From an optimization exercise on the open Yosys and OpenROAD flow, aimed at small area, a short achievable clock period and few clock cycles per item; shortcuts taken in it are not production practice.
RTL that was checked went through simulation tests only; none was proved equivalent to the original.
Power figures rest on the tool's default switching activity, not on a simulated workload.

== 08-11 ==
==> module p286_tmds_ser, before the edit <==
module p286_tmds_ser (
    input  wire        clk,
    input  wire        rst,         
    input  wire        in_valid,
    output wire        in_ready,
    input  wire        in_ctl,      
    input  wire        in_hsync,    
    input  wire        in_vsync,    
    input  wire [23:0] in_rgb,      
    output wire        out_valid,
    output wire [5:0]  out_unit
);
    reg  [4:0] j_q;         
    reg        h_q;         
    reg        act_q;       
    reg        rdy_q;       
    reg        ld_q;        
    reg        act1_q;      
    reg        ov_q;        
    reg        pix_q;       
    reg        m0_q;        
    reg        m9_q;        
    reg  [9:0] ring_q [0:2];
    reg  [2:0] inv_q;
    reg  [2:0] o_q;
    wire i0   = !j_q[4] && !j_q[0];
        wire i9   =  j_q[4] && !j_q[3];
    wire i89  =  j_q[4] && !j_q[2];
    wire k354 = (j_q[2] && !j_q[3]) || (j_q[4] && j_q[0]) || (j_q[2] && !j_q[1]) || i9 || i0;
    wire t0     = !h_q && i0;
    wire t19    =  h_q && i9;
    wire pass1  = !h_q ? !i0 : i0;              
    wire mid    = pix_q && !h_q && !i0 && !i9;  
    wire accept = in_valid && ld_q;
    wire idle_n = !accept && ld_q;                
    always @(posedge clk) begin
        if (rst || idle_n) begin
            j_q <= 5'b10000;
            h_q <= 1'b1;
        end else begin
            j_q <= {j_q[3:0], !j_q[4]};
            h_q <= h_q ^ i9;
        end
        if (rst) begin
            act_q  <= 1'b0;
            rdy_q  <= 1'b1;
            ld_q   <= 1'b1;
            act1_q <= 1'b0;
            ov_q   <= 1'b0;
        end else begin
            act_q  <= accept || (act_q && !t19);
            rdy_q  <= !(in_valid && rdy_q) && (!act_q || (h_q && i89));
            ld_q   <= !(accept || (act_q && !(h_q && j_q[4] && !j_q[2])));
            act1_q <= act_q;
            ov_q   <= act1_q;
        end
        if (ld_q) begin
            pix_q <= !in_ctl;
            m0_q  <= !in_hsync;
            m9_q  <= in_hsync ^ in_vsync;
        end
    end
    genvar c;
    generate
        for (c = 0; c < 3; c = c + 1) begin : ch
            wire [9:0] r = ring_q[c];
            wire [7:0] din = in_rgb[8*c +: 8];
            wire a1 = r[2], a2 = r[3], a3 = r[4], a4 = r[5], a5 = r[6], a6 = r[7], a7 = r[8];
            wire p12 = a1 & a2, p34 = a3 & a4, o12 = a1 | a2, o34 = a3 | a4;
            wire ge1a = o12 | o34;
            wire ge2a = p12 | p34 | (o12 & o34);
            wire ge3a = (p12 & o34) | (p34 & o12);
            wire ge4a = p12 & p34;
            wire ge1b = a5 | a6 | a7;
            wire ge2b = (a5 & a6) | (a5 & a7) | (a6 & a7);
            wire ge3b = a5 & a6 & a7;
            wire maj = ge4a | (ge3a & ge1b) | (ge2a & ge2b) | (ge1a & ge3b);
            wire inv = inv_q[c];
            wire x   = r[9] ^ r[0] ^ inv;
            wire mk  = (c == 0) ? (i0 ? m9_q : m0_q) : 1'b0;
            wire k   = t0 ? 1'b1 : pix_q ? (i9 ? inv : !inv) : (k354 ^ mk);
            wire fb  = mid ? x : k;
            always @(posedge clk) begin
                if (ld_q)
                    ring_q[c] <= {fb, din, r[1]};
                else
                    ring_q[c] <= {fb, r[9:1]};
                if (!pass1)
                    inv_q[c] <= maj;
                o_q[c] <= mid ? !x : pass1 ? (k ^ pix_q) : r[0];
            end
        end
    endgenerate
    assign in_ready  = rdy_q;
    assign out_valid = ov_q;
    assign out_unit  = {~o_q[2], o_q[2], ~o_q[1], o_q[1], ~o_q[0], o_q[0]};
endmodule
==> flow/config.mk <==
export PLATFORM = sky130hd
export DESIGN_NAME = p286_tmds_ser
export DESIGN_NICKNAME = p286_tmds_ser
export VERILOG_FILES = /design/flow/design.v
export SDC_FILE = /design/flow/constraint.sdc
export NUM_CORES = 4
export LEC_CHECK = 0
export CAP_MARGIN = 20
export CORE_MARGIN = 2
export CORE_UTILIZATION = 40
export SETUP_SLACK_MARGIN = 3.2
export SLEW_MARGIN = 20
==> flow/constraint.sdc <==
create_clock -name core_clock -period 5.0 [get_ports {clk}]
set_input_delay 1.0000 -clock core_clock [delete_from_list [all_inputs] [get_ports {clk}]]
set_output_delay 1.0000 -clock core_clock [all_outputs]
set_load 0.01 [all_outputs]
standard.sh (not shown) runs the stock make flow with config.mk's settings and CLKGATE_MAP_FILE= SYNTH_SCRIPT=/design/flow/synth_recipe.tcl, a recipe that flattens the netlist after the stock synthesis.
==> flow/flow/run.sh <==
#!/bin/bash
export BUFFER_PORTS_ARGS="-buffer_cell sky130_fd_sc_hd__buf_1"
bash standard.sh > standard.log 2>&1
08-11: done, clean on timing, DRC and antenna
For 04-10, these inputs were changed with respect to 08-11:
--- a/flow/design.v
+++ b/flow/design.v
@@ -14,9 +14,9 @@
     reg        h_q;         
     reg        act_q;       
     reg        rdy_q;       
     reg        ld_q;        
-    reg        act1_q;      
+    reg        last_q;      
     reg        ov_q;        
     reg        pix_q;       
     reg        m0_q;        
     reg        m9_q;        
@@ -44,16 +44,16 @@
         if (rst) begin
             act_q  <= 1'b0;
             rdy_q  <= 1'b1;
             ld_q   <= 1'b1;
-            act1_q <= 1'b0;
+            last_q <= 1'b0;
             ov_q   <= 1'b0;
         end else begin
             act_q  <= accept || (act_q && !t19);
             rdy_q  <= !(in_valid && rdy_q) && (!act_q || (h_q && i89));
             ld_q   <= !(accept || (act_q && !(h_q && j_q[4] && !j_q[2])));
-            act1_q <= act_q;
-            ov_q   <= act1_q;
+            last_q <= act_q && t19;
+            ov_q   <= (act_q && !t0) || last_q;
         end
         if (ld_q) begin
             pix_q <= !in_ctl;
             m0_q  <= !in_hsync;
Results
04-10 was carried through to the last stage, and its layout satisfied the timing, DRC and antenna checks.
08-11 completed every stage of the flow, and the final layout passed the timing, DRC and antenna checks.
Total met2 wirelength after detailed routing, 04-10 vs 08-11: up by more than 10%
04-10 vs. 08-11: hold slack was more or less identical, post-detailed-route wirelength per cell now sits higher.
Compared 04-10 against 08-11; met3 routing resource usage after global routing within noise.
Compared with 08-11, 04-10 shows a proportion of cell area occupied by registers that is 0.54 points lower.
Compared with 08-11, 04-10 shows a lower via count of the first global-routing pass.
04-10 vs 08-11: total placed cells including tap cells down
Highest clock frequency the design can meet on 04-10 is up relative to 08-11.
Diff 08-11 -> 04-10: final design area excluding fillers saw an increase; relative slew slack grew by 15 points; static power due to leakage up 0.027 nW.
Testbench counts of 04-10, summed over its fixed seeds: cycles 48,024, items 2,400.
Function not checked in 08-11: the RTL went through the layout flow alone.

[afterwards: timing with drivers on the ports]
Ports are ideal in the flow. The routed layouts listed here were re-timed in OpenROAD.
Step 1 sets driving cells, clkbuf_16 on the clock port and buf_2 on the other inputs (assumed; they add their load-dependent delay and slew).
Step 2 adds t to the input delays and takes it off the output delays; t is the mean of the earliest and latest rising clock arrival at the registers after step 1. Input paths then give back, and output paths get back, about the clock's delay inside the block.
Three values: no drivers, after step 1, after step 2; two values: the first two.
run | t (ns) | setup WS [ns] | hold WS [ns] | worst setup path after step 2
08-11 | 0.322 | 3.208 / 3.182 / 3.241 | 0.333 / 0.333 / 0.333 | input to register
04-10 | 0.315 | 3.217 / 3.191 / 3.221 | 0.333 / 0.333 / 0.333 | input to register
After both steps setup and hold are still met in every run listed.
